From an optimization exercise on the open Yosys and OpenROAD flow, aimed at small area; shortcuts taken in it are not production practice.
Function was not checked in any run shown here: the RTL went through the layout flow alone.

### flow/run.sh
#!/bin/bash
# synth_recipe.tcl (not shown) runs the flow's synth.tcl, then flattens the netlist and writes it again
# the make line also repeats each setting of config.mk as NAME=value (left out here)
make -C /OpenROAD-flow-scripts/flow DESIGN_CONFIG=/design/flow/config.mk WORK_HOME=/design/flow/orfs CLKGATE_MAP_FILE= SYNTH_SCRIPT=/design/flow/synth_recipe.tcl finish
### flow/config.mk
export PLATFORM = sky130hd
export DESIGN_NAME = jnr10_core
export DESIGN_NICKNAME = jnr10_core
export VERILOG_FILES = /design/flow/design.v
export SDC_FILE = /design/flow/constraint.sdc
export NUM_CORES = 4
export LEC_CHECK = 0
export ABC_AREA = 1
export CAP_MARGIN = 20
export CORE_MARGIN = 2
export CORE_UTILIZATION = 40
export PLACE_DENSITY = 0.6
export SLEW_MARGIN = 20
### flow/constraint.sdc
create_clock -name core_clock -period 10.0 [get_ports {clk}]
set_input_delay 2.0000 -clock core_clock [delete_from_list [all_inputs] [get_ports {clk}]]
set_output_delay 2.0000 -clock core_clock [all_outputs]
set_load 0.01 [all_outputs]
### flow/design.v
module jnr10_core (
    input  wire        clk,
    input  wire        rst,           
    output reg         mem_req,
    output reg         mem_we,
    output wire [15:0] mem_addr,
    output wire [7:0]  mem_wdata,
    input  wire        mem_ready,
    input  wire [7:0]  mem_rdata,
    output wire        halted,
    output wire        faulted,
    output wire [1:0]  fault_kind,    
    output wire [15:0] fault_info,
    input  wire [3:0]  dbg_sel,       
    output wire [15:0] dbg_data
);
    localparam OP_NOP   = 5'h00, OP_HALT = 5'h01, OP_MOV  = 5'h02, OP_LOAD = 5'h03,
               OP_STORE = 5'h04, OP_ADD  = 5'h05, OP_SUB  = 5'h06, OP_AND  = 5'h07,
               OP_OR    = 5'h08, OP_XOR  = 5'h09, OP_CMP  = 5'h0A, OP_SHL  = 5'h0B,
               OP_SHR   = 5'h0C, OP_JMP  = 5'h0D, OP_JZ   = 5'h0E, OP_JNZ  = 5'h0F,
               OP_JC    = 5'h10, OP_JNC  = 5'h11, OP_JN   = 5'h12, OP_CALL = 5'h13,
               OP_RET   = 5'h14, OP_PUSH = 5'h15, OP_POP  = 5'h16, OP_IN   = 5'h17,
               OP_OUT   = 5'h18;
    localparam S_FC    = 5'd0,  S_F0    = 5'd1,  S_F1    = 5'd2,  S_DEC  = 5'd3,
               S_X0    = 5'd4,  S_X1    = 5'd5,  S_E     = 5'd6,  S_IP0  = 5'd7,
               S_IP1   = 5'd8,  S_ACHK  = 5'd9,  S_ALU   = 5'd10, S_SHF  = 5'd11,
               S_WL0   = 5'd12, S_WL1   = 5'd13, S_WL2   = 5'd14, S_WL3  = 5'd15,
               S_PU5   = 5'd16, S_LD0   = 5'd17, S_LD1   = 5'd18, S_PO3  = 5'd19,
               S_MVT   = 5'd20, S_J1    = 5'd21, S_J2    = 5'd22,
               S_HALT  = 5'd24, S_FA    = 5'd25, S_FI    = 5'd26, S_FS   = 5'd27,
               S_INIT0 = 5'd29, S_INIT1 = 5'd30, S_INIT2 = 5'd31;
    localparam P_SP = 4'd8, P_PC = 4'd9, P_ZERO = 4'd11;
    localparam Y_K = 2'd0, Y_T = 2'd1, Y_NT = 2'd2;
    reg [15:0] r0, r1, r2, r3, r4, r5, r6, r7;
    reg [15:0] sp, pc;
    reg [3:0]  flags;            
    reg [4:0]  st;
    reg [15:0] ir;
    reg [15:0] t;
    reg [7:0]  b;
    wire [4:0] op   = ir[15:11];
    wire [2:0] mode = ir[10:8];
    wire [2:0] rd   = ir[7:5];
    wire [2:0] rs   = ir[4:2];
    assign halted     = (st == S_HALT);
    wire   stopped    = (st[4:2] == 3'b110);
    assign faulted    = stopped && (st[1:0] != 2'b00);
    assign fault_kind = st[1:0];
    assign fault_info = t;
    reg legal, tw;
    always @(*) begin
        legal = 1'b0;
        tw    = 1'b0;
        case (op)
            OP_NOP, OP_HALT, OP_RET, OP_PUSH, OP_POP:
                legal = (mode == 3'd0);
            OP_MOV, OP_ADD, OP_SUB, OP_AND, OP_OR, OP_XOR, OP_CMP, OP_SHL, OP_SHR: begin
                legal = (mode == 3'd0) || (mode == 3'd1);
                tw    = (mode == 3'd1);
            end
            OP_LOAD, OP_STORE: begin
                legal = (mode == 3'd2) || (mode == 3'd3) || (mode == 3'd4);
                tw    = 1'b1;
            end
            OP_JMP, OP_JZ, OP_JNZ, OP_JC, OP_JNC, OP_JN, OP_CALL: begin
                legal = (mode == 3'd5);
                tw    = 1'b1;
            end
            OP_IN, OP_OUT: begin
                legal = (mode == 3'd2) || (mode == 3'd3);
                tw    = 1'b1;
            end
            default: ;
        endcase
    end
    reg cond;
    always @(*) begin
        case (op)
            OP_JZ:   cond = flags[0];
            OP_JNZ:  cond = !flags[0];
            OP_JC:   cond = flags[2];
            OP_JNC:  cond = !flags[2];
            OP_JN:   cond = flags[1];
            default: cond = 1'b1;     
        endcase
    end
    wire is_stack_w = (op == OP_CALL) || (op == OP_PUSH);
    wire is_shift   = (op == OP_SHL) || (op == OP_SHR);
    wire is_io_op   = (op == OP_IN) || (op == OP_OUT);
    reg  [3:0]  usel;
    reg  [1:0]  ysel;
    reg  [2:0]  kc;
    reg         cin;
    reg  [4:0]  nst;
    reg         t_s, t_m, t_z, t_dec;     
    reg         b_m, b_lo, b_hi;          
    reg         ir_ld;
    reg         w_rd, w_sp, w_pc, w_all;
    reg  [2:0]  wsrc;                     
    reg         fl_we;
    reg         fl_arith, fl_shift;
    wire [15:0] p;
    wire [15:0] s;
    wire        s_ones = &s;
    wire sp_low  = (p < 16'h1002);
    wire sp_high = (p > 16'h7FFD);
    wire t_big   = (t > 16'd16);
    wire t_io    = (t[15:8] == 8'hF0);
    wire c_call = (op == OP_CALL);
    wire c_ret  = (op == OP_RET);
    wire c_push = (op == OP_PUSH);
    wire c_pop  = (op == OP_POP);
    wire c_out  = (op == OP_OUT);
    wire c_in   = (op == OP_IN);
    wire c_ld   = (op == OP_LOAD);
    wire c_st   = (op == OP_STORE);
    wire c_mov  = (op == OP_MOV);
    wire c_halt = (op == OP_HALT);
    wire c_shl  = (op == OP_SHL);
    wire c_sh   = c_shl || (op == OP_SHR);
    wire c_alu  = (op >= OP_ADD) && (op <= OP_SHR);
    wire c_jmp  = (op >= OP_JMP) && (op <= OP_CALL);    
    wire c_mem  = c_ld || c_st || c_in || c_out;
    wire c_stk  = c_call || c_push;
    wire c_wr   = c_st || c_out || c_stk;
    wire c_rd   = c_ld || c_in || c_pop || c_ret;
    reg  f_a, f_i, f_s, loop;
    always @(*) begin
        usel  = P_ZERO;
        ysel  = Y_K;
        kc    = 3'd0;
        cin   = 1'b0;
        t_s = 1'b0; t_m = 1'b0; t_z = 1'b0; t_dec = 1'b0;
        b_m = 1'b0; b_lo = 1'b0; b_hi = 1'b0;
        ir_ld = 1'b0;
        w_rd = 1'b0; w_sp = 1'b0; w_pc = 1'b0; w_all = 1'b0;
        wsrc = 3'd0;
        fl_we = 1'b0; fl_arith = 1'b0; fl_shift = 1'b0;
        mem_req = 1'b0;
        mem_we  = 1'b0;
        f_a = 1'b0; f_i = 1'b0; f_s = 1'b0; loop = 1'b0;
        case (st)
            S_INIT0:                         
                w_all = 1'b1;
            S_INIT1: begin                   
                kc   = 3'd6;
                wsrc = 3'd5;
                w_sp = 1'b1;
            end
            S_INIT2: begin                   
                usel = P_SP;
                kc   = 3'd1;
                w_pc = 1'b1;
            end
            S_FC: begin                      
                usel = P_PC;
                t_s  = 1'b1;
                f_a  = s_ones;
            end
            S_F0: begin
                usel = P_PC;
                mem_req = 1'b1;
                b_m  = 1'b1;
            end
            S_F1: begin
                usel = P_PC;
                kc   = 3'd1;
                mem_req = 1'b1;
                ir_ld = 1'b1;
                t_m   = 1'b1;
            end
            S_DEC: begin                     
                usel = P_PC;
                kc   = 3'd2;
                f_i  = !legal;
                if (tw) begin
                    t_s = s_ones;
                    f_a = s_ones;
                end
            end
            S_X0: begin
                usel = P_PC;
                kc   = 3'd2;
                mem_req = tw;
                b_m = 1'b1;
            end
            S_X1: begin
                usel = P_PC;
                kc   = 3'd3;
                mem_req = tw;
                t_m = tw;
            end
            S_E: begin
                if (c_stk || c_pop || c_ret)
                    usel = P_SP;
                else if (mode[1:0] == 2'b00)
                    usel = {1'b0, rs};
                ysel = (mode == 3'd0) ? Y_K : Y_T;
                w_rd = c_mov;
                t_s  = c_alu || c_pop || c_ret || (c_mem && (mode == 3'd4));
                if (c_stk) begin
                    f_s = sp_low;
                    t_s = sp_low;
                end
                if (c_pop || c_ret)
                    f_s = sp_high;
                f_a = c_mem && (mode == 3'd3) && s_ones;
            end
            S_IP0: begin
                ysel = Y_T;
                mem_req = c_mem && (mode == 3'd3);
                b_m = 1'b1;
            end
            S_IP1: begin
                ysel = Y_T;
                cin  = 1'b1;
                mem_req = c_mem && (mode == 3'd3);
                t_m = mem_req;
            end
            S_ACHK: begin
                ysel = Y_T;
                f_a  = c_mem && ((c_in || c_out) ? !t_io : s_ones);
            end
            S_ALU: if (c_alu) begin
                usel = {1'b0, rd};
                ysel = Y_T;
                fl_we = 1'b1;
                w_rd = 1'b1;
                case (op)
                    OP_ADD:
                        fl_arith = 1'b1;
                    OP_SUB, OP_CMP: begin
                        ysel = Y_NT;
                        cin  = 1'b1;
                        w_rd = (op == OP_SUB);
                        fl_arith = 1'b1;
                    end
                    OP_AND: wsrc = 3'd1;
                    OP_OR:  wsrc = 3'd2;
                    OP_XOR: wsrc = 3'd3;
                    default: begin           
                        ysel = Y_K;
                        if (t_big)
                            usel = P_ZERO;
                    end
                endcase
            end
            S_SHF: begin
                usel = {1'b0, rd};
                wsrc = c_shl ? 3'd4 : 3'd5;
                if (c_sh && !t_big && (t[4:0] != 5'd0)) begin
                    loop     = 1'b1;
                    w_rd     = 1'b1;
                    fl_we    = 1'b1;
                    fl_shift = 1'b1;
                    t_dec    = 1'b1;
                end
            end
            S_WL0, S_WL2: begin              
                if (c_call) begin
                    usel = P_PC;
                    kc   = 3'd4;
                end else
                    usel = {1'b0, rd};
                b_lo = !st[1];
                b_hi = st[1];
            end
            S_WL1: begin
                if (c_stk) begin
                    usel = P_SP;
                    kc   = 3'd5;
                end else
                    ysel = Y_T;
                mem_req = c_wr;
                mem_we  = 1'b1;
            end
            S_WL3: begin
                if (c_stk) begin
                    usel = P_SP;
                    kc   = 3'd6;
                end else begin
                    ysel = Y_T;
                    cin  = 1'b1;
                end
                mem_req = c_wr && !c_out;
                mem_we  = 1'b1;
            end
            S_PU5: begin                     
                usel = P_SP;
                kc   = 3'd5;
                w_sp = c_stk;
            end
            S_LD0: begin
                ysel = Y_T;
                mem_req = c_rd;
                b_m = 1'b1;
            end
            S_LD1: begin
                ysel = Y_T;
                cin  = 1'b1;
                mem_req = c_rd && !c_in;
                t_m = mem_req;
                t_z = c_in;
            end
            S_PO3: begin
                usel = P_SP;
                kc   = 3'd2;
                w_sp = c_pop || c_ret;
            end
            S_MVT: begin
                ysel = Y_T;
                w_pc = c_ret;
                w_rd = c_ld || c_in || c_pop;
            end
            S_J1: begin
                usel = P_PC;
                kc   = tw ? 3'd4 : 3'd2;
                w_pc = !c_ret;
            end
            S_J2: begin
                usel = P_PC;
                ysel = Y_T;
                w_pc = c_jmp && cond;
            end
            default: ;                       
        endcase
        if (stopped || loop || (mem_req && !mem_ready))
            nst = st;
        else if (f_a)
            nst = S_FA;
        else if (f_i)
            nst = S_FI;
        else if (f_s)
            nst = S_FS;
        else if (st == S_J1 && c_halt)
            nst = S_HALT;
        else if (st == S_J2)
            nst = S_FC;
        else
            nst = st + 5'd1;
        if (mem_req && !mem_ready) begin     
            t_m = 1'b0;
            b_m = 1'b0;
            ir_ld = 1'b0;
        end
    end
    wire [3:0] psel = stopped ? dbg_sel : usel;
    reg  [15:0] pm;
    always @(*) begin
        case (psel)
            4'd0:    pm = r0;
            4'd1:    pm = r1;
            4'd2:    pm = r2;
            4'd3:    pm = r3;
            4'd4:    pm = r4;
            4'd5:    pm = r5;
            4'd6:    pm = r6;
            4'd7:    pm = r7;
            4'd8:    pm = sp;
            4'd9:    pm = pc;
            4'd10:   pm = {12'h000, flags};
            default: pm = 16'h0000;
        endcase
    end
    assign p = pm;
    assign dbg_data = pm;
    reg [15:0] kv;
    always @(*) begin
        case (kc)
            3'd1:    kv = 16'h0001;
            3'd2:    kv = 16'h0002;
            3'd3:    kv = 16'h0003;
            3'd4:    kv = 16'h0004;
            3'd5:    kv = 16'hFFFE;
            3'd6:    kv = 16'hFFFF;
            default: kv = 16'h0000;
        endcase
    end
    wire [15:0] y = (ysel == Y_T) ? t : (ysel == Y_NT) ? ~t : kv;
    wire [16:0] sum = {1'b0, p} + {1'b0, y} + {16'h0000, cin};
    assign s = sum[15:0];
    wire cout = sum[16];
    reg [15:0] wb;
    always @(*) begin
        case (wsrc)
            3'd1:    wb = p & y;
            3'd2:    wb = p | y;
            3'd3:    wb = p ^ y;
            3'd4:    wb = {s[14:0], 1'b0};
            3'd5:    wb = {1'b0, s[15:1]};
            default: wb = s;
        endcase
    end
    wire f_z = (wb == 16'h0000);
    wire f_n = wb[15];
    wire f_c = fl_arith ? (cout ^ cin) : fl_shift ? ((op == OP_SHL) ? s[15] : s[0]) : 1'b0;
    wire f_v = fl_arith ? ((p[15] == y[15]) && (s[15] != p[15])) : 1'b0;
    assign mem_addr  = s;
    assign mem_wdata = b;
    wire [7:0] rsel = w_all ? 8'hFF : (w_rd ? (8'd1 << rd) : 8'd0);
    always @(posedge clk) begin
        if (rsel[0]) r0 <= wb;
        if (rsel[1]) r1 <= wb;
        if (rsel[2]) r2 <= wb;
        if (rsel[3]) r3 <= wb;
        if (rsel[4]) r4 <= wb;
        if (rsel[5]) r5 <= wb;
        if (rsel[6]) r6 <= wb;
        if (rsel[7]) r7 <= wb;
        if (w_sp) sp <= wb;
        if (w_pc) pc <= wb;
        if (ir_ld) ir <= {mem_rdata, b};
        if (t_s)
            t <= s;
        else if (t_m)
            t <= {mem_rdata, b};
        else if (t_z)
            t <= {8'h00, b};
        else if (t_dec)
            t[4:0] <= t[4:0] - 5'd1;
        if (b_m)
            b <= mem_rdata;
        else if (b_lo)
            b <= s[7:0];
        else if (b_hi)
            b <= s[15:8];
    end
    always @(posedge clk) begin
        if (rst) begin
            st    <= S_INIT0;
            flags <= 4'h0;
        end else begin
            st <= nst;
            if (fl_we)
                flags <= {f_v, f_c, f_n, f_z};
        end
    end
endmodule
==> flow_results.xml, run 1 <==
<?xml version="1.0" encoding="UTF-8"?>
<metrics>
  <group name="worst_setup_path">
    <metric name="cpMaxStageDelayCell" unit="">sky130_fd_sc_hd__inv_1</metric>
    <metric name="worst_endpoint_data_arrival_time" unit="ns">7.13</metric>
    <metric name="crit_required" unit="ns">8.00</metric>
    <metric name="crit_buf_inv" unit="">8</metric>
    <metric name="critical-path-max-stage-delay" unit="ns">0.63</metric>
    <metric name="cell_by_cell_trace_of_the_critical_path" unit="">inv_1 -&gt; ha_1 -&gt; inv_1 -&gt; o21ai_1 -&gt; nand3_1 -&gt; inv_1 -&gt; nor4_1 -&gt; nor2_1 -&gt; inv_1 -&gt; o21ai_0 -&gt; o22ai_1 -&gt; inv_1 -&gt; fa_1 -&gt; fa_1 -&gt; o21ai_0 -&gt; nand4_1 -&gt; o2111ai_1 -&gt; inv_1 -&gt; o21ai_0 -&gt; or2_2 -&gt; nand2_1 -&gt; inv_1 -&gt; clkdlybuf4s50_1</metric>
    <metric name="crit_path_end_kind" unit="">primary output</metric>
    <metric name="startpoint_class" unit="">flip-flop</metric>
    <metric name="path_max_fanout" unit="">32</metric>
    <metric name="critPathMostFrequentCell" unit="">sky130_fd_sc_hd__inv_1</metric>
    <metric name="worst_path_top_cell_family_by_delay" unit="">buffers and inverters</metric>
    <metric name="category_of_the_most_critical_setup_path" unit="">flip-flop to primary output</metric>
  </group>
  <group name="detailed_routing">
    <metric name="detail_route.drc_violations" unit="">0</metric>
    <metric name="drt_via_density" unit="">5.49</metric>
    <metric name="dr.first_iter.drc_count" unit="">985</metric>
    <metric name="detailed_router_iteration_count_before_antenna_repair" unit="">7</metric>
    <metric name="antenna_left" unit="">0</metric>
    <metric name="postRouteWirelength" unit="µm">40900</metric>
    <metric name="wire_per_inst" unit="µm">20.4</metric>
    <metric name="num_vias" unit="">10991</metric>
  </group>
  <group name="sta">
    <metric name="unrepaired_setup_endpoints_after_global_routing" unit="">no</metric>
    <metric name="final.hold.worst_slack" unit="ns">0.480</metric>
    <metric name="finalHoldViolations" unit="">0</metric>
    <metric name="timing_max_transition_violations_final" unit="">0</metric>
    <metric name="timing.setup.tns" unit="ns">0</metric>
    <metric name="setup_viol_count_final" unit="">0</metric>
    <metric name="setup_ws" unit="ns">0.869</metric>
    <metric name="layout_worst_path_cycle_share" unit="">0.913</metric>
    <metric name="max_slew.worst_pin.slew" unit="ns">1.14</metric>
    <metric name="achievable-frequency" unit="MHz">110</metric>
    <metric name="max_slew_margin" unit="">0.231</metric>
    <metric name="fin_worst_skew" unit="ns">0.0398</metric>
    <metric name="period_minus_slack" unit="ns">9.13</metric>
  </group>
  <group name="clock_network">
    <metric name="cts_root_buffer" unit="">sky130_fd_sc_hd__clkbuf_16</metric>
    <metric name="clock_tree_from_tritoncts" unit="">done</metric>
    <metric name="postCtsSetupBuffers" unit="">0</metric>
    <metric name="cts-buffers-inserted" unit="">23</metric>
    <metric name="cts_sinks" unit="">207</metric>
    <metric name="clkLatencyLatePin" unit="ns">0.55</metric>
    <metric name="post_cts.resized_instances" unit="">0</metric>
    <metric name="htreeDepth" unit="">1</metric>
    <metric name="clk_transition_reported_paths" unit="ns">0.06</metric>
    <metric name="cts_buffer_depth" unit="">3</metric>
    <metric name="post_cts_hold_buffer_count" unit="">0</metric>
  </group>
  <group name="worst_hold_path">
    <metric name="hold_class" unit="">flip-flop to flip-flop</metric>
  </group>
  <group name="grt">
    <metric name="grt_antenna_before_repair" unit="">0</metric>
    <metric name="gr-usage-met2" unit="">0.391</metric>
    <metric name="grt_max_degree" unit="">35</metric>
    <metric name="grt.total_usage" unit="">0.245</metric>
    <metric name="use_met1" unit="">0.348</metric>
    <metric name="grt.overflow.total" unit="">0</metric>
    <metric name="grt_pass1_vias" unit="">10320</metric>
    <metric name="grt-busiest-layer" unit="">met2</metric>
    <metric name="gr-usage-met3" unit="">0.0329</metric>
    <metric name="grt_first_pass_wirelength" unit="µm">62300</metric>
  </group>
  <group name="final_layout">
    <metric name="diodes" unit="">0</metric>
    <metric name="syn_to_final_growth" unit="%">15.5</metric>
    <metric name="final-seq-area" unit="mm²">0.00613</metric>
    <metric name="num-fill-cells" unit="">3093</metric>
    <metric name="final_layout_size_suffix_gt1_frac" unit="">0.104</metric>
    <metric name="stdcell_count" unit="">2003</metric>
    <metric name="layout.cells.most_common" unit="">sky130_fd_sc_hd__nand2_1</metric>
    <metric name="layout.cells.most_common_list" unit="">298 x sky130_fd_sc_hd__nand2_1, 198 x sky130_fd_sc_hd__edfxtp_1, 194 x sky130_fd_sc_hd__inv_1, 192 x sky130_fd_sc_hd__nor2_1, 173 x sky130_fd_sc_hd__nand3_1</metric>
    <metric name="finalNetCount" unit="">1641</metric>
    <metric name="multi_input_area" unit="mm²">0.00552</metric>
    <metric name="finalCoreUtilization" unit="">0.467</metric>
    <metric name="finish.instance_area" unit="mm²">0.0146</metric>
  </group>
  <group name="run">
    <metric name="timing.max_cap.violations" unit="">0</metric>
  </group>
  <group name="synthesis">
    <metric name="synth_top_flop_cell" unit="">sky130_fd_sc_hd__edfxtp_1</metric>
    <metric name="netlist_area" unit="mm²">0.0127</metric>
    <metric name="synth_seq_cells" unit="">207</metric>
    <metric name="synth_seq_area_share" unit="">0.483</metric>
    <metric name="count_of_yosys_warnings_during_synthesis" unit="">1</metric>
    <metric name="netlist-cell-type-count" unit="">53</metric>
    <metric name="post_synth_inst_count" unit="">1500</metric>
    <metric name="syn_avg_cell_area" unit="µm²">8.46</metric>
    <metric name="async_reset_ff_frac" unit="">0</metric>
    <metric name="total_nets_after_synthesis" unit="">1557</metric>
    <metric name="number_of_flops_mapped_to_enable_cells_by_yosys" unit="">198</metric>
  </group>
  <group name="placed_design">
    <metric name="placement.cell_area" unit="mm²">0.0139</metric>
    <metric name="final_gp_congestion" unit="">0.970</metric>
    <metric name="worst_setup_slack_after_placement" unit="ns">1.16</metric>
    <metric name="place_inst" unit="">1958</metric>
    <metric name="io_buffers" unit="">76</metric>
    <metric name="hpwlAfterDp" unit="µm">30000</metric>
  </group>
  <group name="floorplan">
    <metric name="floorplan.core_area" unit="mm²">0.0314</metric>
    <metric name="initial_core_utilization" unit="">0.404</metric>
    <metric name="die_w" unit="µm">182</metric>
    <metric name="die_area" unit="mm²">0.0332</metric>
    <metric name="rows" unit="">65</metric>
    <metric name="die_h" unit="µm">182</metric>
    <metric name="io_pins" unit="">77</metric>
  </group>
  <group name="outcome">
    <metric name="status" unit="">timing/DRC/antenna clean</metric>
  </group>
</metrics>
==> tightest hold or removal path, stage by stage (launching register included) <==
cell,delay (ns)
sky130_fd_sc_hd__dfxtp_1,0.32
sky130_fd_sc_hd__nand2_1,0.06
sky130_fd_sc_hd__a21oi_1,0.05
==> logic make-up (layout without fill, tap and decap cells) <==
logic type,count (synthesis),after routing,share of synthesized area
and+or+nand+nor,758,758,0.264
buffers and inverters,259,360,0.0889
AOI/OAI and AO/OA,217,217,0.109
DFF,207,207,0.483
adders and majority gates,42,42,0.0426
xor gates and xnor gates,17,17,0.0117
==> path summary, 6_finish.rpt <==
| path | depth (start not counted) | to | startpoint | slack (ns) |
|---|---|---|---|---|
| setup / recovery | 23 | mem_addr[14] | st[4] | 0.87 |
| hold / removal | 2 | flags[3] | flags[3] | 0.48 |
| setup reg to reg | 30 | t[9] | st[4] | 1.89 |
| hold reg to reg | 2 | flags[3] | flags[3] | 0.48 |
==> metal layers <==
layer  wire length (µm)  share of wire  vias up
met4               1190          0.029        0
met5                  0              0        -
met1              18700           0.46     5266
li1                   -              -     5266
met2              18600           0.45      384
met3               2510          0.061       75
==> layout make-up <==
class	instances	share of cell area
tap	402	0.0343
multi-input combinational	1034	0.377
inverter	213	0.0549
clock buffer	24	0.0395
timing repair buffer	105	0.0670
sequential	207	0.418
clock inverter	18	0.00931
==> synthesized netlist by cell type (4+ instances only) <==
master / instances / area (µm²)
sky130_fd_sc_hd__buf_6: 6 / 67.6
sky130_fd_sc_hd__o41ai_1: 8 / 70.1
sky130_fd_sc_hd__nand2_1: 298 / 1120
sky130_fd_sc_hd__inv_2: 17 / 63.8
sky130_fd_sc_hd__a21oi_1: 38 / 190
sky130_fd_sc_hd__nor3_1: 16 / 80.1
sky130_fd_sc_hd__nand3_2: 8 / 80.1
sky130_fd_sc_hd__a31oi_1: 6 / 37.5
sky130_fd_sc_hd__buf_4: 10 / 75.1
sky130_fd_sc_hd__inv_1: 194 / 728
sky130_fd_sc_hd__o2111ai_1: 4 / 35.0
sky130_fd_sc_hd__ha_1: 40 / 500
sky130_fd_sc_hd__nand3_1: 173 / 866
sky130_fd_sc_hd__nor4_1: 6 / 37.5
sky130_fd_sc_hd__nand2_2: 22 / 138
sky130_fd_sc_hd__xor2_1: 12 / 105
sky130_fd_sc_hd__a221oi_1: 13 / 114
sky130_fd_sc_hd__xnor2_1: 5 / 43.8
sky130_fd_sc_hd__clkbuf_1: 12 / 45.0
sky130_fd_sc_hd__o21ai_2: 15 / 131
sky130_fd_sc_hd__o22ai_1: 35 / 219
sky130_fd_sc_hd__buf_2: 15 / 75.1
sky130_fd_sc_hd__nor2_1: 192 / 721
sky130_fd_sc_hd__nor2_2: 16 / 100
sky130_fd_sc_hd__a211oi_1: 5 / 37.5
sky130_fd_sc_hd__edfxtp_1: 198 / 5950
sky130_fd_sc_hd__o211ai_1: 13 / 97.6
sky130_fd_sc_hd__nand4_1: 11 / 68.8
sky130_fd_sc_hd__o21ai_0: 66 / 330
sky130_fd_sc_hd__dfxtp_1: 9 / 180
sky130_fd_sc_hd__or2_2: 4 / 25.0
==> inputs of run 2 (changes only) <==
--- a/flow/design.v
+++ b/flow/design.v
@@ -32,7 +32,9 @@
     localparam P_SP = 4'd8, P_PC = 4'd9, P_ZERO = 4'd11;
     localparam Y_K = 2'd0, Y_T = 2'd1, Y_NT = 2'd2;
     reg [15:0] r0, r1, r2, r3, r4, r5, r6, r7;
-    reg [15:0] sp, pc;
+    reg [15:0] pc;
+    reg [14:1] sp_r;
+    wire [15:0] sp = {1'b0, sp_r, 1'b1};
     reg [3:0]  flags;            
     reg [4:0]  st;
     reg [15:0] ir;
@@ -407,7 +409,7 @@
         if (rsel[5]) r5 <= wb;
         if (rsel[6]) r6 <= wb;
         if (rsel[7]) r7 <= wb;
-        if (w_sp) sp <= wb;
+        if (w_sp) sp_r <= wb[14:1];
         if (w_pc) pc <= wb;
         if (ir_ld) ir <= {mem_rdata, b};
         if (t_s)
==> run 2 against run 1 <==
  * Hold slack improved by 0.040 ns
  * Fmax decreased by 0.58%
  * Via count decreased by 2.5%
  * Sequential cell count decreased by 2
  * Synthesized cell count decreased by 1.4%
  * Synthesized area increased by 0.65%
  * Global-route usage increased by 0.20 points
  * Clock-buffer cell count increased by 1
  * Largest cell class unchanged
==> flow_results.xml, run 2 <==
<?xml version="1.0" encoding="UTF-8"?>
<metrics>
  <group name="outcome">
    <metric name="status" unit="">timing/DRC/antenna clean</metric>
  </group>
  <group name="sta">
    <metric name="unrepaired_setup_endpoints_after_global_routing" unit="">no</metric>
    <metric name="achievable-frequency" unit="MHz">109</metric>
    <metric name="max_slew.worst_pin.slew" unit="ns">1.13</metric>
    <metric name="fin_worst_skew" unit="ns">0.0324</metric>
    <metric name="final.hold.worst_slack" unit="ns">0.520</metric>
    <metric name="timing.setup.tns" unit="ns">0</metric>
    <metric name="layout_worst_path_cycle_share" unit="">0.918</metric>
    <metric name="timing_max_transition_violations_final" unit="">0</metric>
    <metric name="finalHoldViolations" unit="">0</metric>
    <metric name="period_minus_slack" unit="ns">9.18</metric>
    <metric name="setup_viol_count_final" unit="">0</metric>
    <metric name="max_slew_margin" unit="">0.244</metric>
  </group>
  <group name="worst_setup_path">
    <metric name="reg2reg_from" unit="">ir[15]</metric>
    <metric name="rrSetupSlack" unit="ns">1.59</metric>
    <metric name="category_of_the_most_critical_setup_path" unit="">flip-flop to primary output</metric>
    <metric name="crit_path_end_kind" unit="">primary output</metric>
    <metric name="startpoint_class" unit="">flip-flop</metric>
    <metric name="critical-path-max-stage-delay" unit="ns">0.67</metric>
    <metric name="path_max_fanout" unit="">14</metric>
    <metric name="critPathMostFrequentCell" unit="">sky130_fd_sc_hd__inv_1</metric>
    <metric name="crit_required" unit="ns">8.00</metric>
    <metric name="worst_endpoint_data_arrival_time" unit="ns">7.18</metric>
    <metric name="worst_setup_path_startpoint" unit="">ir[15]</metric>
    <metric name="cpMaxStageDelayCell" unit="">sky130_fd_sc_hd__edfxtp_1</metric>
  </group>
  <group name="synthesis">
    <metric name="synth_top_area_frac" unit="">0.461</metric>
    <metric name="synth_commonest_cells" unit="">295 x sky130_fd_sc_hd__nand2_1, 196 x sky130_fd_sc_hd__edfxtp_1, 193 x sky130_fd_sc_hd__inv_1, 177 x sky130_fd_sc_hd__nor2_1, 151 x sky130_fd_sc_hd__nand3_1</metric>
    <metric name="syn_avg_cell_area" unit="µm²">8.63</metric>
    <metric name="count_of_yosys_warnings_during_synthesis" unit="">1</metric>
    <metric name="synth_top_flop_cell" unit="">sky130_fd_sc_hd__edfxtp_1</metric>
    <metric name="async_reset_ff_frac" unit="">0</metric>
    <metric name="synth_seq_cells" unit="">205</metric>
    <metric name="synth_area_leader_cell" unit="">sky130_fd_sc_hd__edfxtp_1</metric>
    <metric name="yosys-top-cells-area" unit="">sky130_fd_sc_hd__edfxtp_1 46%, sky130_fd_sc_hd__nand2_1 8.7%, sky130_fd_sc_hd__nand3_1 5.9%</metric>
    <metric name="post_synth_inst_count" unit="">1479</metric>
    <metric name="number_of_flops_mapped_to_enable_cells_by_yosys" unit="">196</metric>
    <metric name="total_nets_after_synthesis" unit="">1536</metric>
    <metric name="netlist_area" unit="mm²">0.0128</metric>
    <metric name="synth_seq_area_share" unit="">0.475</metric>
    <metric name="netlist-cell-type-count" unit="">59</metric>
    <metric name="post-synth-top-count-cell" unit="">sky130_fd_sc_hd__nand2_1</metric>
  </group>
  <group name="final_layout">
    <metric name="final_layout_size_suffix_gt1_frac" unit="">0.122</metric>
    <metric name="stdcell_count" unit="">1979</metric>
    <metric name="diodes" unit="">0</metric>
    <metric name="syn_to_final_growth" unit="%">15.4</metric>
    <metric name="finalCoreUtilization" unit="">0.468</metric>
    <metric name="finalNetCount" unit="">1617</metric>
    <metric name="layout.cells.most_common_list" unit="">295 x sky130_fd_sc_hd__nand2_1, 196 x sky130_fd_sc_hd__edfxtp_1, 193 x sky130_fd_sc_hd__inv_1, 177 x sky130_fd_sc_hd__nor2_1, 151 x sky130_fd_sc_hd__nand3_1</metric>
    <metric name="layout.cells.most_common" unit="">sky130_fd_sc_hd__nand2_1</metric>
  </group>
  <group name="grt">
    <metric name="grt.total_usage" unit="">0.247</metric>
    <metric name="grt_max_degree" unit="">38</metric>
    <metric name="grt_pass1_vias" unit="">10140</metric>
    <metric name="grt_first_pass_wirelength" unit="µm">62300</metric>
    <metric name="grt.overflow.total" unit="">0</metric>
    <metric name="grt_antenna_before_repair" unit="">1</metric>
  </group>
  <group name="floorplan">
    <metric name="die_h" unit="µm">183</metric>
    <metric name="io_pins" unit="">77</metric>
    <metric name="rows" unit="">65</metric>
    <metric name="floorplan.core_area" unit="mm²">0.0315</metric>
    <metric name="initial_core_utilization" unit="">0.406</metric>
    <metric name="die_w" unit="µm">183</metric>
    <metric name="die_area" unit="mm²">0.0334</metric>
  </group>
  <group name="clock_network">
    <metric name="cts-buffers-inserted" unit="">23</metric>
    <metric name="htreeDepth" unit="">1</metric>
    <metric name="cts_root_buffer" unit="">sky130_fd_sc_hd__clkbuf_16</metric>
    <metric name="clkLatencyLatePin" unit="ns">0.55</metric>
    <metric name="post_cts.resized_instances" unit="">0</metric>
    <metric name="clock_tree_from_tritoncts" unit="">done</metric>
    <metric name="cts_buffer_depth" unit="">3</metric>
    <metric name="post_cts_hold_buffer_count" unit="">0</metric>
    <metric name="postCtsSetupBuffers" unit="">0</metric>
    <metric name="clk_transition_reported_paths" unit="ns">0.07</metric>
    <metric name="cts_sinks" unit="">205</metric>
  </group>
  <group name="detailed_routing">
    <metric name="antenna_left" unit="">0</metric>
    <metric name="drt_via_density" unit="">5.41</metric>
    <metric name="wire_per_inst" unit="µm">20.8</metric>
    <metric name="postRouteWirelength" unit="µm">41300</metric>
    <metric name="num_vias" unit="">10715</metric>
    <metric name="detailed_router_iteration_count_before_antenna_repair" unit="">7</metric>
    <metric name="detail_route.drc_violations" unit="">0</metric>
    <metric name="dr.first_iter.drc_count" unit="">989</metric>
  </group>
  <group name="placed_design">
    <metric name="final_gp_congestion" unit="">0.924</metric>
    <metric name="place_inst" unit="">1937</metric>
    <metric name="hpwlAfterDp" unit="µm">30100</metric>
    <metric name="io_buffers" unit="">76</metric>
  </group>
  <group name="run">
    <metric name="timing.max_cap.violations" unit="">0</metric>
  </group>
  <group name="worst_hold_path">
    <metric name="hold_class" unit="">flip-flop to flip-flop</metric>
    <metric name="min-delay-start" unit="">flags[3]</metric>
  </group>
</metrics>
## run 2: cell count changes after synthesis, moves of 10 or more
cell                      previous run  this run
sky130_fd_sc_hd__buf_2              15         5
sky130_fd_sc_hd__buf_6               6        17
sky130_fd_sc_hd__nand2_2            22        10
sky130_fd_sc_hd__nand3_1           173       151
sky130_fd_sc_hd__nand3_2             8        21
sky130_fd_sc_hd__nor2_1            192       177
sky130_fd_sc_hd__o21ai_0            66        55
## run 2: metal layers
layer / GRT usage / vias to the layer above / wire length, µm
li1: - / 5166 / -
met1: 0.356 / 5103 / 18600
met2: 0.398 / 390 / 19000
met3: 0.0301 / 54 / 2830
met4: 0.0542 / 2 / 857
met5: 0 / - / 10
## run 2: worst paths after layout
path	to	cells after the start
max	mem_addr[13]	30
min reg2reg	flags[3]	2
min	flags[3]	2
max reg2reg	t[14]	32
## run 2: critical path, delay by kind of cell (launching register included)
family	cells	cell delay, ns
flip-flops	1	0.67
XOR/XNOR	1	0.14
AND/OR/NAND/NOR	8	1.09
AO/OA/AOI/OAI	12	2.99
adder cells (fa/ha/maj)	1	0.34
buffers and inverters	8	1.41
## run 2: final cells by class
class | instances | area [µm²]
tap | 402 | 503
fill | 3023 | 16700
clock buffer | 25 | 583
clock inverter | 17 | 213
timing repair buffer | 101 | 948
inverter | 216 | 818
multi-input combinational | 1013 | 5600
sequential | 205 | 6070
## run 2: metrics by stage
stage | setup WS [ns] | cell area (µm²)
after floorplan | 2.90 | 12800
after global placement | 1.38 | 13900
after detailed placement | 1.33 | 13900
after CTS | 1.05 | 14700
after global routing | 0.252 | 14700
final | 0.815 | 14700
## run 2: logic make-up after synthesis
| kind of cell | synth area share |
|---|---|
| and+or+nand+nor | 0.271 |
| xor gates and xnor gates | 0.0137 |
| AOI/OAI and AO/OA | 0.106 |
| DFF | 0.475 |
| adders and majority gates | 0.0423 |
| buffers and inverters | 0.0923 |
==> inputs of run 3 (changes only) <==
==> flow/flow/run.sh (new file) <==
#!/bin/bash
# Standard ORFS layout, except that ABC maps with an area-oriented script
# (flow/area.abc) instead of abc_area.script. Each tool's output goes to
# standard.log.
set -e
here=$PWD
{
  head -n 1 synth_recipe.tcl
  cat <<'EOT'
proc abc {args} {
  set i [lsearch -exact $args -script]
  if {$i >= 0} { lset args [expr {$i + 1}] $::env(MY_ABC_SCRIPT) }
  yosys abc {*}$args
}
EOT
  tail -n +2 synth_recipe.tcl
} > my_synth.tcl
export MY_ABC_SCRIPT=$here/flow/area.abc
bash standard.sh SYNTH_SCRIPT=$here/my_synth.tcl finish > standard.log 2>&1
==> flow/flow/area.abc (new file) <==
&get -n
&st
&dch
&nf -R 1000
&put
==> flow/standard.sh (new file) <==
#!/bin/bash
# synth_recipe.tcl (not shown) runs the flow's synth.tcl, then flattens the netlist and writes it again
# the make line also repeats each setting of config.mk as NAME=value (left out here)
make -C /OpenROAD-flow-scripts/flow DESIGN_CONFIG=/design/flow/config.mk WORK_HOME=/design/flow/orfs CLKGATE_MAP_FILE= SYNTH_SCRIPT=/design/flow/synth_recipe.tcl "${@:-finish}"
removed: flow/run.sh
==> run 3 against run 2 <==
  * Still clean
  * First-iteration DRC count up 19%
  * Synthesized cell count down 33%
  * Design area down 9.1%
  * Critical path depth down 4
  * Non-clock buffer count up 39
  * Largest cell class unchanged
  * Highest routed layer is now met4
==> flow_results.xml, run 3 <==
<?xml version="1.0" encoding="UTF-8"?>
<metrics>
  <group name="detailed_routing">
    <metric name="detailed_router_iteration_count_before_antenna_repair" unit="">6</metric>
    <metric name="drt_via_density" unit="">6.08</metric>
    <metric name="detail_route.drc_violations" unit="">0</metric>
    <metric name="dr.first_iter.drc_count" unit="">1172</metric>
    <metric name="postRouteWirelength" unit="µm">35600</metric>
    <metric name="num_vias" unit="">9232</metric>
    <metric name="wire_per_inst" unit="µm">23.4</metric>
    <metric name="antenna_left" unit="">0</metric>
  </group>
  <group name="synthesis">
    <metric name="synth_seq_cells" unit="">205</metric>
    <metric name="post_synth_inst_count" unit="">997</metric>
    <metric name="count_of_yosys_warnings_during_synthesis" unit="">1</metric>
    <metric name="syn_avg_cell_area" unit="µm²">10.9</metric>
    <metric name="yosys-top-cells-area" unit="">sky130_fd_sc_hd__edfxtp_1 54%, sky130_fd_sc_hd__ha_1 4.6%, sky130_fd_sc_hd__nand2_1 4.1%</metric>
    <metric name="netlist_area" unit="mm²">0.0108</metric>
    <metric name="synth_top_area_frac" unit="">0.544</metric>
    <metric name="number_of_flops_mapped_to_enable_cells_by_yosys" unit="">196</metric>
    <metric name="synth_seq_area_share" unit="">0.560</metric>
    <metric name="async_reset_ff_frac" unit="">0</metric>
    <metric name="total_nets_after_synthesis" unit="">1054</metric>
    <metric name="post-synth-top-count-cell" unit="">sky130_fd_sc_hd__edfxtp_1</metric>
    <metric name="synth_commonest_cells" unit="">196 x sky130_fd_sc_hd__edfxtp_1, 118 x sky130_fd_sc_hd__nand2_1, 79 x sky130_fd_sc_hd__a21oi_1, 74 x sky130_fd_sc_hd__nor2_1, 71 x sky130_fd_sc_hd__o21ai_0</metric>
    <metric name="synth_area_leader_cell" unit="">sky130_fd_sc_hd__edfxtp_1</metric>
    <metric name="synth_top_flop_cell" unit="">sky130_fd_sc_hd__edfxtp_1</metric>
    <metric name="netlist-cell-type-count" unit="">53</metric>
  </group>
  <group name="worst_hold_path">
    <metric name="min-delay-start" unit="">b[4]</metric>
    <metric name="hold_class" unit="">flip-flop to flip-flop</metric>
    <metric name="timing.hold.worst_path_depth" unit="">0</metric>
    <metric name="hold-path-endpoint" unit="">ir[4]</metric>
  </group>
  <group name="final_layout">
    <metric name="num-fill-cells" unit="">2446</metric>
    <metric name="final-seq-area" unit="mm²">0.00607</metric>
    <metric name="finalCoreUtilization" unit="">0.501</metric>
    <metric name="final_layout_size_suffix_gt1_frac" unit="">0.101</metric>
    <metric name="layout.cells.most_common" unit="">sky130_fd_sc_hd__edfxtp_1</metric>
    <metric name="finalNetCount" unit="">1218</metric>
    <metric name="layout.cells.most_common_list" unit="">196 x sky130_fd_sc_hd__edfxtp_1, 118 x sky130_fd_sc_hd__nand2_1, 79 x sky130_fd_sc_hd__a21oi_1, 76 x sky130_fd_sc_hd__clkdlybuf4s50_1, 71 x sky130_fd_sc_hd__nor2_1</metric>
    <metric name="diodes" unit="">0</metric>
    <metric name="syn_to_final_growth" unit="%">23.7</metric>
    <metric name="stdcell_count" unit="">1518</metric>
    <metric name="multi_input_area" unit="mm²">0.00460</metric>
  </group>
  <group name="sta">
    <metric name="final.hold.worst_slack" unit="ns">0.515</metric>
    <metric name="timing_max_transition_violations_final" unit="">0</metric>
    <metric name="period_minus_slack" unit="ns">9.51</metric>
    <metric name="setup_ws" unit="ns">0.488</metric>
    <metric name="max_slew.worst_pin.slew" unit="ns">1.11</metric>
    <metric name="max_slew_margin" unit="">0.257</metric>
    <metric name="achievable-frequency" unit="MHz">105</metric>
    <metric name="setup_viol_count_final" unit="">0</metric>
    <metric name="fin_worst_skew" unit="ns">0.0116</metric>
    <metric name="finalHoldViolations" unit="">0</metric>
    <metric name="layout_worst_path_cycle_share" unit="">0.951</metric>
  </group>
  <group name="clock_network">
    <metric name="htreeDepth" unit="">1</metric>
    <metric name="cts-buffers-inserted" unit="">24</metric>
    <metric name="cts_buffer_depth" unit="">3</metric>
    <metric name="cts_root_buffer" unit="">sky130_fd_sc_hd__clkbuf_16</metric>
    <metric name="clkLatencyLatePin" unit="ns">0.54</metric>
    <metric name="clk_transition_reported_paths" unit="ns">0.06</metric>
    <metric name="cts_sinks" unit="">205</metric>
    <metric name="post_cts_hold_buffer_count" unit="">0</metric>
    <metric name="clock_tree_from_tritoncts" unit="">done</metric>
  </group>
  <group name="floorplan">
    <metric name="die_w" unit="µm">169</metric>
    <metric name="die_h" unit="µm">169</metric>
    <metric name="die_area" unit="mm²">0.0284</metric>
    <metric name="initial_core_utilization" unit="">0.405</metric>
    <metric name="floorplan.core_area" unit="mm²">0.0267</metric>
    <metric name="rows" unit="">60</metric>
    <metric name="io_pins" unit="">77</metric>
  </group>
  <group name="worst_setup_path">
    <metric name="rrSetupSlack" unit="ns">1.85</metric>
    <metric name="crit_path_end_kind" unit="">primary output</metric>
    <metric name="category_of_the_most_critical_setup_path" unit="">input port to primary output</metric>
    <metric name="reg2reg_depth" unit="">39</metric>
    <metric name="regToRegEndpoint" unit="">t[7]</metric>
    <metric name="crit_required" unit="ns">8.00</metric>
    <metric name="reg2reg_from" unit="">st[1]</metric>
    <metric name="worst_endpoint_data_arrival_time" unit="ns">7.51</metric>
    <metric name="startpoint_class" unit="">input port</metric>
    <metric name="critical-path-max-stage-delay" unit="ns">0.50</metric>
    <metric name="cpMaxStageDelayCell" unit="">sky130_fd_sc_hd__clkdlybuf4s50_1</metric>
    <metric name="path_max_fanout" unit="">6</metric>
  </group>
  <group name="outcome">
    <metric name="status" unit="">timing/DRC/antenna clean</metric>
  </group>
  <group name="grt">
    <metric name="grt_max_degree" unit="">35</metric>
    <metric name="grt_antenna_before_repair" unit="">0</metric>
    <metric name="grt.overflow.total" unit="">0</metric>
    <metric name="grt.total_usage" unit="">0.246</metric>
    <metric name="grt_pass1_vias" unit="">8670</metric>
    <metric name="grt_first_pass_wirelength" unit="µm">53100</metric>
  </group>
  <group name="placed_design">
    <metric name="worst_setup_slack_after_placement" unit="ns">0.432</metric>
    <metric name="final_gp_congestion" unit="">0.961</metric>
    <metric name="place_inst" unit="">1474</metric>
    <metric name="hpwlAfterDp" unit="µm">26000</metric>
    <metric name="io_buffers" unit="">76</metric>
  </group>
  <group name="run">
    <metric name="timing.max_cap.violations" unit="">0</metric>
  </group>
</metrics>
-- run 3: cell types whose count changed after synthesis, sizes merged, moves of 18 or more --
cell,change
nand2,-195
a21oi,+41
o22ai,-28
buf,-34
nand3,-129
clkinv,+62
a222oi,+26
inv,-215
a22oi,+18
nor2,-137
-- run 3: cell families after synthesis --
group	synth area share
simple gates	0.161
buf+inv	0.0232
compound gates	0.173
flops	0.560
mux	0.0154
fa+ha+maj	0.0499
xor+xnor	0.0170
-- run 3: metal layers --
| metal | part of all wire | routed length [µm] | global-route usage |
|---|---|---|---|
| met1 | 0.42 | 15000 | 0.351 |
| met2 | 0.45 | 16200 | 0.388 |
| met3 | 0.10 | 3590 | 0.0472 |
| met4 | 0.023 | 833 | 0.0652 |
| met5 | 0 | 0 | 0 |
-- run 3: how the worst max path moves through the flow --
stage	slack [ns]	cells past startpoint	to	start
final	0.49	26	mem_addr[14]	dbg_sel[2]
after global routing	-0.02	37	mem_addr[15]	st[1]
after CTS	0.06	34	mem_addr[15]	st[1]
after detailed placement	0.43	28	mem_addr[15]	dbg_sel[2]
after global placement	0.51	28	mem_addr[15]	dbg_sel[2]
after floorplan	0.68	28	t[10]	dbg_sel[2]
-- run 3: what timing repair did --
action / 4_1_cts / 5_1_grt
setup buffers: 0 / 1
gates resized for setup: 0 / 13
setup endpoints to repair: 0 / 4
-- run 3: worst max-delay path: cells and delay by family --
| family | cells | cell delay, ns |
|---|---|---|
| AO/OA/AOI/OAI | 10 | 2.03 |
| buffers and inverters | 7 | 1.55 |
| AND/OR/NAND/NOR | 6 | 0.98 |
| adder cells (fa/ha/maj) | 2 | 0.69 |
| XOR/XNOR | 1 | 0.24 |
-- run 3: layout make-up --
class / count / share of cell area
clock buffers: 25 / 0.0451
clock inverters: 17 / 0.0161
inverters: 63 / 0.0177
multi-input cells: 727 / 0.344
flip-flops and latches: 205 / 0.453
well taps: 341 / 0.0319
repair buffers: 140 / 0.0925
-- run 3: through the flow --
step | area [µm²] | setup TNS, ns
2_1_floorplan | 10800 | 0
3_3_place_gp | 12500 | 0
3_5_place_dp | 12500 | 0
4_1_cts | 13300 | 0
5_1_grt | 13400 | -0.0241
6_report | 13400 | 0
==> inputs of run 4 (changes only) <==
--- a/flow/config.mk
+++ b/flow/config.mk
@@ -9,5 +9,7 @@
 export CAP_MARGIN = 20
 export CORE_MARGIN = 2
 export CORE_UTILIZATION = 40
+export CTS_BUF_LIST = sky130_fd_sc_hd__clkbuf_8
+export CTS_CLUSTER_SIZE = 20
 export PLACE_DENSITY = 0.6
 export SLEW_MARGIN = 20
==> run 4 against run 3 <==
  * Critical path depth grew 7
  * Via count grew 1.0%
  * Synthesized area is the same
  * Fmax shrank 0.58%
  * Register-to-register slack is essentially flat
  * Global-route usage grew 0.11 points
  * Critical path type is now flip-flop to primary output
  * Synthesized cell count is the same
  * Non-clock buffer count is the same
==> flow_results.xml, run 4 <==
<?xml version="1.0" encoding="UTF-8"?>
<metrics>
  <group name="clock_network">
    <metric name="cts_buffer_depth" unit="">3</metric>
    <metric name="cts_sinks" unit="">205</metric>
    <metric name="cts-buffers-inserted" unit="">36</metric>
    <metric name="cts_root_buffer" unit="">sky130_fd_sc_hd__clkbuf_8</metric>
    <metric name="htreeDepth" unit="">2</metric>
    <metric name="clk_transition_reported_paths" unit="ns">0.06</metric>
    <metric name="post_cts_hold_buffer_count" unit="">0</metric>
    <metric name="clock_tree_from_tritoncts" unit="">done</metric>
    <metric name="clkLatencyLatePin" unit="ns">0.54</metric>
  </group>
  <group name="detailed_routing">
    <metric name="detail_route.drc_violations" unit="">0</metric>
    <metric name="postRouteWirelength" unit="µm">35700</metric>
    <metric name="wire_per_inst" unit="µm">23.2</metric>
    <metric name="detailed_router_iteration_count_before_antenna_repair" unit="">8</metric>
    <metric name="num_vias" unit="">9324</metric>
    <metric name="dr.first_iter.drc_count" unit="">1205</metric>
    <metric name="drt_via_density" unit="">6.06</metric>
    <metric name="antenna_left" unit="">0</metric>
  </group>
  <group name="sta">
    <metric name="achievable-frequency" unit="MHz">105</metric>
    <metric name="layout_worst_path_cycle_share" unit="">0.957</metric>
    <metric name="final.hold.worst_slack" unit="ns">0.512</metric>
    <metric name="max_slew_margin" unit="">0.219</metric>
    <metric name="fin_worst_skew" unit="ns">0.0237</metric>
    <metric name="setup_viol_count_final" unit="">0</metric>
    <metric name="period_minus_slack" unit="ns">9.57</metric>
    <metric name="timing.setup.tns" unit="ns">0</metric>
    <metric name="timing_max_transition_violations_final" unit="">0</metric>
    <metric name="setup_ws" unit="ns">0.433</metric>
    <metric name="finalHoldViolations" unit="">0</metric>
    <metric name="max_slew.worst_pin.slew" unit="ns">1.17</metric>
  </group>
  <group name="placed_design">
    <metric name="io_buffers" unit="">76</metric>
    <metric name="final_gp_congestion" unit="">0.961</metric>
    <metric name="worst_setup_slack_after_placement" unit="ns">0.432</metric>
    <metric name="hpwlAfterDp" unit="µm">26000</metric>
  </group>
  <group name="worst_setup_path">
    <metric name="reg2reg_from" unit="">st[0]</metric>
    <metric name="crit_required" unit="ns">8.00</metric>
    <metric name="path_max_fanout" unit="">9</metric>
    <metric name="critical-path-max-stage-delay" unit="ns">0.50</metric>
    <metric name="critPathMostFrequentCell" unit="">sky130_fd_sc_hd__nand2_1</metric>
    <metric name="crit_path_end_kind" unit="">primary output</metric>
    <metric name="worst_endpoint_data_arrival_time" unit="ns">7.57</metric>
    <metric name="cpMaxStageDelayCell" unit="">sky130_fd_sc_hd__clkdlybuf4s50_1</metric>
    <metric name="category_of_the_most_critical_setup_path" unit="">flip-flop to primary output</metric>
    <metric name="worst_setup_path_startpoint" unit="">st[0]</metric>
    <metric name="startpoint_class" unit="">flip-flop</metric>
  </group>
  <group name="floorplan">
    <metric name="die_w" unit="µm">169</metric>
    <metric name="die_h" unit="µm">169</metric>
    <metric name="die_area" unit="mm²">0.0284</metric>
    <metric name="floorplan.core_area" unit="mm²">0.0267</metric>
    <metric name="rows" unit="">60</metric>
    <metric name="initial_core_utilization" unit="">0.405</metric>
    <metric name="io_pins" unit="">77</metric>
  </group>
  <group name="synthesis">
    <metric name="post-synth-top-count-cell" unit="">sky130_fd_sc_hd__edfxtp_1</metric>
    <metric name="total_nets_after_synthesis" unit="">1054</metric>
    <metric name="synth_seq_cells" unit="">205</metric>
    <metric name="number_of_flops_mapped_to_enable_cells_by_yosys" unit="">196</metric>
    <metric name="synth_top_flop_cell" unit="">sky130_fd_sc_hd__edfxtp_1</metric>
    <metric name="yosys-top-cells-area" unit="">sky130_fd_sc_hd__edfxtp_1 54%, sky130_fd_sc_hd__ha_1 4.6%, sky130_fd_sc_hd__nand2_1 4.1%</metric>
    <metric name="count_of_yosys_warnings_during_synthesis" unit="">1</metric>
    <metric name="synth_seq_area_share" unit="">0.560</metric>
    <metric name="synth_commonest_cells" unit="">196 x sky130_fd_sc_hd__edfxtp_1, 118 x sky130_fd_sc_hd__nand2_1, 79 x sky130_fd_sc_hd__a21oi_1, 74 x sky130_fd_sc_hd__nor2_1, 71 x sky130_fd_sc_hd__o21ai_0</metric>
    <metric name="netlist_area" unit="mm²">0.0108</metric>
    <metric name="synth_area_leader_cell" unit="">sky130_fd_sc_hd__edfxtp_1</metric>
    <metric name="post_synth_inst_count" unit="">997</metric>
    <metric name="syn_avg_cell_area" unit="µm²">10.9</metric>
    <metric name="async_reset_ff_frac" unit="">0</metric>
    <metric name="synth_top_area_frac" unit="">0.544</metric>
    <metric name="netlist-cell-type-count" unit="">53</metric>
  </group>
  <group name="final_layout">
    <metric name="finalNetCount" unit="">1230</metric>
    <metric name="final_layout_size_suffix_gt1_frac" unit="">0.104</metric>
    <metric name="layout.cells.most_common" unit="">sky130_fd_sc_hd__edfxtp_1</metric>
    <metric name="layout.cells.most_common_list" unit="">196 x sky130_fd_sc_hd__edfxtp_1, 118 x sky130_fd_sc_hd__nand2_1, 79 x sky130_fd_sc_hd__a21oi_1, 76 x sky130_fd_sc_hd__clkdlybuf4s50_1, 71 x sky130_fd_sc_hd__nor2_1</metric>
    <metric name="syn_to_final_growth" unit="%">21.9</metric>
    <metric name="diodes" unit="">0</metric>
  </group>
  <group name="grt">
    <metric name="grt_antenna_before_repair" unit="">0</metric>
    <metric name="grt_first_pass_wirelength" unit="µm">53100</metric>
    <metric name="grt.total_usage" unit="">0.247</metric>
    <metric name="grt_max_degree" unit="">35</metric>
    <metric name="grt_pass1_vias" unit="">8671</metric>
    <metric name="grt.overflow.total" unit="">0</metric>
  </group>
  <group name="run">
    <metric name="timing.max_cap.violations" unit="">0</metric>
  </group>
  <group name="worst_hold_path">
    <metric name="hold_class" unit="">flip-flop to flip-flop</metric>
    <metric name="min-delay-start" unit="">b[4]</metric>
  </group>
  <group name="outcome">
    <metric name="status" unit="">timing/DRC/antenna clean</metric>
  </group>
</metrics>
run 4: worst paths after layout:
kind | end | slack, ns | depth (start not counted)
hold reg to reg | ir[4] | 0.51 | 0
setup / recovery | mem_addr[14] | 0.43 | 33
hold / removal | ir[4] | 0.51 | 0
setup reg to reg | t[7] | 1.85 | 38
run 4: kinds of logic after synthesis:
kind of cell	after synthesis	share of synthesized area
simple gates	364	0.161
compound gates	285	0.173
flops	205	0.560
xor+xnor	21	0.0170
mux	15	0.0154
fa+ha+maj	42	0.0499
buf+inv	65	0.0232
run 4: routing by layer:
metal  up-vias  track usage  share of wire
li1       4220            -              -
met1      4548        0.352           0.42
met2       488        0.386           0.45
met3        68       0.0496          0.098
met4         0       0.0716          0.026
met5         -            0              0
run 4: timing repair:
action | 4_1_cts | 5_1_grt
gates resized for setup | 0 | 13
setup endpoints to repair | 0 | 4
setup buffers | 0 | 1
run 4: final cells by class:
type | count | area, µm²
clock inverters | 27 | 129
fillers | 2509 | 13500
flip-flops and latches | 205 | 6070
inverters | 63 | 236
repair buffers | 140 | 1240
clock buffers | 36 | 495
multi-input cells | 727 | 4600
well taps | 341 | 427
run 4: worst max-delay path, delay by kind of cell (launching register included):
kind,cells,cell delay [ns]
adders and majority gates,3,1.03
buffers and inverters,5,1.04
DFF,1,0.41
xor gates and xnor gates,1,0.25
AOI/OAI and AO/OA,10,1.94
and+or+nand+nor,14,2.36
run 4: per-stage QoR:
| step | area [µm²] | util | cells |
|---|---|---|---|
| global placement | 12500 | 0.468 | 1473 |
| detailed placement | 12500 | 0.468 | 1474 |
| finish | 13200 | 0.494 | 1539 |
| CTS | 13100 | 0.492 | 1537 |
| floorplan | 10800 | - | 997 |
| global route | 13200 | 0.494 | 1539 |
==> inputs of run 5 (changes only) <==
--- a/flow/flow/run.sh
+++ b/flow/flow/run.sh
@@ -16,4 +16,5 @@
   tail -n +2 synth_recipe.tcl
 } > my_synth.tcl
 export MY_ABC_SCRIPT=$here/flow/area.abc
-bash standard.sh SYNTH_SCRIPT=$here/my_synth.tcl finish > standard.log 2>&1
+export BUFFER_PORTS_ARGS="-buffer_cell sky130_fd_sc_hd__buf_1"
+bash standard.sh SYNTH_SCRIPT=$here/my_synth.tcl MATCH_CELL_FOOTPRINT=0 finish > standard.log 2>&1
--- a/flow/config.mk
+++ b/flow/config.mk
@@ -9,7 +9,5 @@
 export CAP_MARGIN = 20
 export CORE_MARGIN = 2
 export CORE_UTILIZATION = 40
-export CTS_BUF_LIST = sky130_fd_sc_hd__clkbuf_8
-export CTS_CLUSTER_SIZE = 20
 export PLACE_DENSITY = 0.6
 export SLEW_MARGIN = 20
==> run 5 against run 4 <==
  * Design area down 3.1%
  * Synthesized cell count unchanged
  * Sequential cell count unchanged
  * Synthesized area unchanged
  * Hold slack worse by 0.017 ns
  * Fmax up 2.8%
  * Global-route usage up 0.12 points
  * Via count down 1.6%
  * Die area unchanged
  * Register-to-register slack worse by 0.15 ns
==> flow_results.xml, run 5 <==
<?xml version="1.0" encoding="UTF-8"?>
<metrics>
  <group name="grt">
    <metric name="grt.total_usage" unit="">0.249</metric>
    <metric name="grt.overflow.total" unit="">0</metric>
    <metric name="grt_max_degree" unit="">35</metric>
    <metric name="grt_pass1_vias" unit="">8642</metric>
  </group>
  <group name="clock_network">
    <metric name="cts-buffers-inserted" unit="">23</metric>
    <metric name="clk_transition_reported_paths" unit="ns">0.06</metric>
    <metric name="htreeDepth" unit="">1</metric>
    <metric name="cts_root_buffer" unit="">sky130_fd_sc_hd__clkbuf_16</metric>
    <metric name="post_cts_hold_buffer_count" unit="">0</metric>
    <metric name="post_cts.resized_instances" unit="">0</metric>
    <metric name="cts_sinks" unit="">205</metric>
    <metric name="cts_buffer_depth" unit="">3</metric>
    <metric name="clkLatencyLatePin" unit="ns">0.54</metric>
    <metric name="clock_tree_from_tritoncts" unit="">done</metric>
  </group>
  <group name="floorplan">
    <metric name="io_pins" unit="">77</metric>
    <metric name="die_area" unit="mm²">0.0284</metric>
    <metric name="die_w" unit="µm">169</metric>
    <metric name="floorplan.core_area" unit="mm²">0.0267</metric>
    <metric name="initial_core_utilization" unit="">0.405</metric>
  </group>
  <group name="outcome">
    <metric name="status" unit="">timing/DRC/antenna clean</metric>
  </group>
  <group name="synthesis">
    <metric name="synth_top_area_frac" unit="">0.544</metric>
    <metric name="netlist-cell-type-count" unit="">53</metric>
    <metric name="synth_top_flop_cell" unit="">sky130_fd_sc_hd__edfxtp_1</metric>
    <metric name="synth_area_leader_cell" unit="">sky130_fd_sc_hd__edfxtp_1</metric>
    <metric name="yosys-top-cells-area" unit="">sky130_fd_sc_hd__edfxtp_1 54%, sky130_fd_sc_hd__ha_1 4.6%, sky130_fd_sc_hd__nand2_1 4.1%</metric>
    <metric name="async_reset_ff_frac" unit="">0</metric>
    <metric name="netlist_area" unit="mm²">0.0108</metric>
    <metric name="synth_seq_cells" unit="">205</metric>
    <metric name="number_of_flops_mapped_to_enable_cells_by_yosys" unit="">196</metric>
    <metric name="post_synth_inst_count" unit="">997</metric>
    <metric name="synth_seq_area_share" unit="">0.560</metric>
    <metric name="count_of_yosys_warnings_during_synthesis" unit="">1</metric>
    <metric name="synth_commonest_cells" unit="">196 x sky130_fd_sc_hd__edfxtp_1, 118 x sky130_fd_sc_hd__nand2_1, 79 x sky130_fd_sc_hd__a21oi_1, 74 x sky130_fd_sc_hd__nor2_1, 71 x sky130_fd_sc_hd__o21ai_0</metric>
    <metric name="syn_avg_cell_area" unit="µm²">10.9</metric>
    <metric name="total_nets_after_synthesis" unit="">1054</metric>
  </group>
  <group name="detailed_routing">
    <metric name="dr.first_iter.drc_count" unit="">1018</metric>
    <metric name="detail_route.drc_violations" unit="">0</metric>
    <metric name="wire_per_inst" unit="µm">23.7</metric>
    <metric name="detailed_router_iteration_count_before_antenna_repair" unit="">6</metric>
    <metric name="num_vias" unit="">9178</metric>
    <metric name="postRouteWirelength" unit="µm">35600</metric>
  </group>
  <group name="sta">
    <metric name="setup_viol_count_final" unit="">0</metric>
    <metric name="timing_max_transition_violations_final" unit="">0</metric>
    <metric name="period_minus_slack" unit="ns">9.31</metric>
    <metric name="achievable-frequency" unit="MHz">107</metric>
    <metric name="finalHoldViolations" unit="">0</metric>
    <metric name="max_slew.worst_pin.slew" unit="ns">1.11</metric>
    <metric name="layout_worst_path_cycle_share" unit="">0.931</metric>
    <metric name="timing.setup.tns" unit="ns">0</metric>
  </group>
  <group name="worst_setup_path">
    <metric name="cpMaxStageDelayCell" unit="">sky130_fd_sc_hd__edfxtp_1</metric>
    <metric name="critical-path-max-stage-delay" unit="ns">0.60</metric>
    <metric name="startpoint_class" unit="">flip-flop</metric>
    <metric name="worst_endpoint_data_arrival_time" unit="ns">7.31</metric>
    <metric name="reg2reg_depth" unit="">38</metric>
    <metric name="crit_required" unit="ns">8.00</metric>
    <metric name="crit_path_end_kind" unit="">primary output</metric>
    <metric name="path_max_fanout" unit="">10</metric>
  </group>
  <group name="placed_design">
    <metric name="hpwlAfterDp" unit="µm">26200</metric>
    <metric name="io_buffers" unit="">76</metric>
    <metric name="final_gp_congestion" unit="">0.943</metric>
  </group>
  <group name="final_layout">
    <metric name="num-fill-cells" unit="">2494</metric>
    <metric name="layout.cells.most_common_list" unit="">196 x sky130_fd_sc_hd__edfxtp_1, 118 x sky130_fd_sc_hd__nand2_1, 78 x sky130_fd_sc_hd__a21oi_1, 76 x sky130_fd_sc_hd__buf_1, 71 x sky130_fd_sc_hd__nor2_1</metric>
    <metric name="syn_to_final_growth" unit="%">18.1</metric>
    <metric name="diodes" unit="">0</metric>
    <metric name="final_layout_size_suffix_gt1_frac" unit="">0.0860</metric>
  </group>
  <group name="worst_hold_path">
    <metric name="hold_class" unit="">flip-flop to flip-flop</metric>
    <metric name="timing.hold.worst_path_depth" unit="">0</metric>
  </group>
  <group name="run">
    <metric name="timing.max_cap.violations" unit="">0</metric>
  </group>
</metrics>
==> run 5: worst max-delay path: cells and delay by family, from the launching register on <==
| family | cells | cell delay [ns] |
|---|---|---|
| adder cells (fa/ha/maj) | 2 | 0.69 |
| XOR/XNOR | 1 | 0.30 |
| buffers and inverters | 4 | 0.51 |
| flip-flops | 1 | 0.60 |
| AO/OA/AOI/OAI | 13 | 2.88 |
| AND/OR/NAND/NOR | 9 | 1.79 |
==> run 5: per-layer routing <==
metal,global-route usage,wire (µm),up-vias
met2,0.385,16000,446
met5,0,0,-
met3,0.0423,2890,58
met4,0.0690,883,0
met1,0.362,15800,4501
li1,-,-,4173
==> run 5: path summary, 6_finish.rpt <==
path	startpoint	end	slack, ns
worst max register to register	st[1]	t[15]	1.70
worst max-delay path	ir[15]	mem_addr[14]	0.69
worst min register to register	b[4]	ir[4]	0.50
worst min-delay path	b[4]	ir[4]	0.50
==> run 5: final cells by class <==
type,instances,area [µm²],share of cell area
tap,341,427,0.0334
timing repair buffer,126,661,0.0517
clock buffer,28,594,0.0465
clock inverter,14,181,0.0142
multi-input combinational,727,4620,0.361
inverter,63,236,0.0185
sequential,205,6070,0.474
==> run 5: logic make-up after synthesis <==
logic type	Yosys count	synth area share
AOI/OAI and AO/OA	285	0.173
xor gates and xnor gates	21	0.0170
adders and majority gates	42	0.0499
buffers and inverters	65	0.0232
DFF	205	0.560
muxes	15	0.0154
and+or+nand+nor	364	0.161
==> run 5: per-stage QoR <==
step | hold slack (ns) | setup WS, ns | area [µm²] | std cells
floorplan | 0.470 | 0.677 | 10800 | 997
global placement | 0.486 | 0.833 | 11900 | 1461
detailed placement | 0.477 | 0.804 | 12000 | 1461
CTS | 0.497 | 0.482 | 12700 | 1503
global route | 0.506 | 0.00488 | 12800 | 1504
finish | 0.496 | 0.694 | 12800 | 1504

[re-timing with driven ports]
The flow's constraints put no driver on any port. The routed layouts listed below were extracted and timed again, unchanged, in two steps. Step 1 sets driving cells, clkbuf_16 on the clock port and buf_2 on the other inputs (assumed; they add their load-dependent delay and slew). Step 2 also shifts input and output timing later by t, the mid clock arrival at the registers, as if the neighbouring blocks saw the same clock. a / b / c = no drivers / after step 1 / after step 2; a / b = the first two.
| run | t (ns) | slack for setup (ns) | worst setup path after step 2 | worst register clock-pin slew, ns | cell pins on the clock port's net |
|---|---|---|---|---|---|
| run 1 | 0.573 | 0.869 / 0.822 / 1.076 | input to output | 0.07 / 0.07 | 1 |
| run 2 | 0.582 | 0.815 / 0.766 / 1.275 | input to output | 0.07 / 0.07 | 1 |
| run 3 | 0.581 | 0.488 / 0.455 / 0.460 | input to output | 0.06 / 0.06 | 1 |
| run 4 | 0.575 | 0.433 / 0.388 / 0.464 | input to output | 0.06 / 0.06 | 1 |
| run 5 | 0.579 | 0.694 / 0.640 / 0.983 | input to output | 0.07 / 0.07 | 1 |
After both steps every run listed still meets setup and hold. For run 3, which loses most, drivers alone change the setup slack by -0.033 ns; drivers and shift together by -0.028 ns.
